Background: an optimization exercise with open tools, aiming at small area, a short achievable clock period and few clock cycles. Do not read the settings as production practice.
Power is estimated from default activity; no workload was simulated.

==> flow/design.v (excerpt) <==
module blind_frame_rx (
    input  wire       clk,
    input  wire       rst,         
    input  wire       in_valid,
    input  wire [7:0] in_data,
    output reg        in_ready,
    output reg        evt_valid,
    output reg  [1:0] evt_code,    
    output reg  [7:0] evt_arg0,
    output reg  [7:0] evt_arg1,
    output reg        pay_valid,
    output reg  [7:0] pay_data,
    output reg        pay_last,
    input  wire       pay_ready
);
For scale: roughly 3,100 cells after synthesis, ~42 I/O pins, about 0.051 sq mm of cells after synthesis.
==> flow/config.mk <==
export PLATFORM = sky130hd
export DESIGN_NAME = blind_frame_rx
export DESIGN_NICKNAME = blind_frame_rx
export VERILOG_FILES = /design/flow/design.v
export SDC_FILE = /design/flow/constraint.sdc
export NUM_CORES = 4
export LEC_CHECK = 0
export ABC_CLOCK_PERIOD_IN_PS = 2500
export CAP_MARGIN = 20
export CORE_MARGIN = 2
export CORE_UTILIZATION = 55
export CTS_CLUSTER_DIAMETER = 60
export CTS_CLUSTER_SIZE = 30
export SLEW_MARGIN = 20
export TNS_END_PERCENT = 5
==> flow/constraint.sdc <==
create_clock -name core_clock -period 9.0 [get_ports {clk}]
set_input_delay 1.8000 -clock core_clock [delete_from_list [all_inputs] [get_ports {clk}]]
set_output_delay 1.8000 -clock core_clock [all_outputs]
set_load 0.01 [all_outputs]
standard.sh (not shown) runs the stock make flow with config.mk's settings and CLKGATE_MAP_FILE= SYNTH_SCRIPT=/design/flow/synth_recipe.tcl, a recipe that flattens the netlist after the stock synthesis.
==> flow/flow/run.sh <==
#!/bin/bash
set -euo pipefail
bash standard.sh \
    "BUFFER_PORTS_ARGS=-buffer_cell sky130_fd_sc_hd__buf_4" \
    SETUP_SLACK_MARGIN=6.3 \
    finish > make_finish.log 2>&1
Edit:
==> flow/flow/run.sh (replaced) <==
#!/bin/bash
set -euo pipefail
bash standard.sh \
    "BUFFER_PORTS_ARGS=-buffer_cell sky130_fd_sc_hd__buf_4" \
    SETUP_SLACK_MARGIN=6 \
    finish > make_finish.log 2>&1
- CORE_UTILIZATION: 55 -> 50
- CTS_CLUSTER_SIZE: 30 -> 34
- TNS_END_PERCENT: 5 -> default
After rerunning: Cell area grows by 0.95%. Sequential share of layout area went down by 0.76 points. Fmax came out higher by about 1.7%. Global-route usage goes down by 0.84 points. Die area grows by 9.9%. Core utilization is lower by 5.0 points. Via count hardly moves. Combinational power increases by about 4%. Non-clock buffer count came out higher by 5.
Edit:
- CORE_UTILIZATION: 50 -> 55
- CTS_CLUSTER_SIZE: 34 -> 30
Outcome: The new run ran to the end with no violations; clock power is lower by 7.4%; wire length is about the same; sequential share of layout area is higher by 0.97 points; die area is lower by 9.0%.
Edit:
- TNS_END_PERCENT: default -> 5
=>
- die area does not change
- cell count went down by 0.51%
- via count decreases by 0.97%
- worst setup slack degrades by 0.14 ns
- count of clock-buffer cells in the layout stays the same
- hold slack barely changes
- synthesized cell count stays the same
No run of this note included a check of the RTL's function; only the layout flow was run.

---

north:
blind_frame_rx, a different RTL version from the one above (not shown whole).
For scale: roughly 2200 flip-flops, roughly 52000 um2 of cells after synthesis.
Design blind_frame_rx, start of the top module:
module blind_frame_rx (
    input  wire       clk,
    input  wire       rst,         
    input  wire       in_valid,
    input  wire [7:0] in_data,
    output reg        in_ready,
    output reg        evt_valid,
    output reg  [1:0] evt_code,    
    output reg  [7:0] evt_arg0,
    output reg  [7:0] evt_arg1,
    output reg        pay_valid,
    output reg  [7:0] pay_data,
    output reg        pay_last,
    input  wire       pay_ready
);
export LEC_CHECK = 0
export ABC_CLOCK_PERIOD_IN_PS = 2500
export CAP_MARGIN = 20
export CORE_MARGIN = 2
export CORE_UTILIZATION = 55
export CTS_CLUSTER_DIAMETER = 45
export CTS_CLUSTER_SIZE = 24
export SLEW_MARGIN = 20
create_clock -name core_clock -period 9.0 [get_ports {clk}]
==> flow/flow/run.sh <==
#!/bin/bash
set -euo pipefail
bash standard.sh \
    "BUFFER_PORTS_ARGS=-buffer_cell sky130_fd_sc_hd__buf_4" \
    SETUP_SLACK_MARGIN=6 \
    finish > make_finish.log 2>&1
The inputs of south differ from those of north as listed below.
Settings: CTS_CLUSTER_DIAMETER changed from 45 to 60; CTS_CLUSTER_SIZE changed from 24 to 30.
north -> south: cell count after placement delta 0, exact match. Compared with north, in south power spent charging and discharging nets has decreased; design area has decreased; part of the cycle the worst path needs has decreased; clock edge transition at the registers on the reported setup and hold paths has increased. Diff north..south | cts-stage hold buffer count | unchanged. Sort south and north by routed wire length desc -> top: north.
No run of this note included a check of the RTL's function; only the layout flow was run.

---

blind_frame_rx, a different RTL version from the one above (not shown whole).
For scale: ~2900 cells after synthesis, ~42 I/O pins, roughly 50000 um^2 of cells after synthesis.
// blind_frame_rx
module blind_frame_rx (
    input  wire       clk,
    input  wire       rst,         
    input  wire       in_valid,
    input  wire [7:0] in_data,
    output reg        in_ready,
    output reg        evt_valid,
    output reg  [1:0] evt_code,    
    output reg  [7:0] evt_arg0,
    output reg  [7:0] evt_arg1,
    output reg        pay_valid,
    output reg  [7:0] pay_data,
    output reg        pay_last,
    input  wire       pay_ready
);
    localparam [1:0] EV_NOISE    = 2'd0;
    localparam [1:0] EV_OVERFLOW = 2'd1;
    localparam [1:0] EV_FRAME    = 2'd2;
    localparam [1:0] EV_CRC_ERR  = 2'd3;
    localparam N = 254;                 
    function [7:0] inc;
        input [7:0] x;
        inc = (x == N - 1) ? 8'd0 : x + 8'd1;
    endfunction
    function [7:0] crc8_step;
        input [7:0] a;
        input [7:0] b;
        integer i;
        reg [7:0] c;
        begin
            c = a ^ b;
            for (i = 0; i < 8; i = i + 1)
                c = c[7] ? ((c << 1) ^ 8'h07) : (c << 1);
            crc8_step = c;
        end
    endfunction
    reg       a_v, b_v;
    reg [7:0] a_d, b_d;
    wire      push = in_valid && in_ready;
    wire      pop;
    always @(posedge clk) begin
        if (rst) begin
            a_v      <= 1'b0;
            b_v      <= 1'b0;
            in_ready <= 1'b1;
        end else begin
            if (!a_v || pop) begin
                a_v      <= b_v || push;
                b_v      <= 1'b0;
                in_ready <= 1'b1;
            end else if (push) begin
                b_v      <= 1'b1;
                in_ready <= 1'b0;
            end
        end
    end
    always @(posedge clk) begin
        if (!a_v || pop)
            a_d <= b_v ? b_d : in_data;
        if (in_ready)
            b_d <= in_data;
    end
    reg  [7:0] ring [0:N-1];
    reg  [7:0] wdata;
    genvar g;
    generate
        for (g = 0; g < N; g = g + 1) begin : st
            if (g == 1) begin : wt
                always @(posedge clk)
                    ring[g] <= pop ? wdata : ring[g - 1];
            end else begin : sh
  ...
==> flow/config.mk <==
export PLATFORM = sky130hd
export DESIGN_NAME = blind_frame_rx
export DESIGN_NICKNAME = blind_frame_rx
export VERILOG_FILES = /design/flow/design.v
export SDC_FILE = /design/flow/constraint.sdc
export NUM_CORES = 4
export LEC_CHECK = 0
export ABC_CLOCK_PERIOD_IN_PS = 2000
export CAP_MARGIN = 20
export CORE_MARGIN = 2
export CORE_UTILIZATION = 55
export CTS_CLUSTER_DIAMETER = 60
export CTS_CLUSTER_SIZE = 30
export SLEW_MARGIN = 20
==> flow/constraint.sdc <==
create_clock -name core_clock -period 9.0 [get_ports {clk}]
set_input_delay 1.8000 -clock core_clock [delete_from_list [all_inputs] [get_ports {clk}]]
set_output_delay 1.8000 -clock core_clock [all_outputs]
set_load 0.01 [all_outputs]
Scripts as last shown in full above: flow/flow/run.sh
The first run finished with timing, DRC and antenna clean.
Rerun with:
ABC_CLOCK_PERIOD_IN_PS = 2500   (was 2000)
Setup slack does not change; clock power hardly moves; power does not change; first-iteration DRC count stays the same; design area is unchanged; die area stays the same.
No functional check of the RTL was part of any run of this note.

## what the ideal ports hide
No port has a modelled driver above. Below, the same layouts with a new extraction and two added sets of constraints.
Step 1 (the two cells are an assumption about what drives the block):
set clk [get_ports {clk}]
set_driving_cell -lib_cell sky130_fd_sc_hd__clkbuf_16 $clk
set_driving_cell -lib_cell sky130_fd_sc_hd__buf_2 [delete_from_list [all_inputs] $clk]
Step 2 times the ports against the registers' clock, not the clock port: input delays grow and output delays shrink by t, the midpoint of the rising clock arrivals with the driver on.
Slacks: ideal ports / drivers / drivers and shift; pairs: ideal ports / drivers.
| run | t, ns | setup slack, ns | worst hold slack (ns) |
|---|---|---|---|
| the first run of note 1 | 0.763 | 5.971 / 5.919 / 5.732 | 0.302 / 0.302 / 0.302 |
| the second run of note 1 | 0.750 | 6.022 / 5.958 / 5.579 | 0.286 / 0.286 / 0.286 |
| the third run of note 1 | 0.748 | 6.023 / 5.960 / 5.552 | 0.300 / 0.300 / 0.300 |
| the fourth run of note 1 | 0.747 | 5.883 / 5.820 / 5.378 | 0.298 / 0.298 / 0.298 |
| north | 0.790 | 5.934 / 5.871 / 5.443 | 0.300 / 0.300 / 0.300 |
| south | 0.773 | 5.952 / 5.890 / 5.454 | 0.310 / 0.310 / 0.310 |
| the first run of note 3 | 0.744 | 5.899 / 5.839 / 5.642 | 0.299 / 0.299 / 0.299 |
| the second run of note 3 | 0.744 | 5.899 / 5.839 / 5.642 | 0.299 / 0.299 / 0.299 |
After both steps every run listed still meets setup and hold. The setup slack of the fourth run of note 1, which loses most, moves by -0.063 ns with the drivers and by -0.505 ns with both steps.
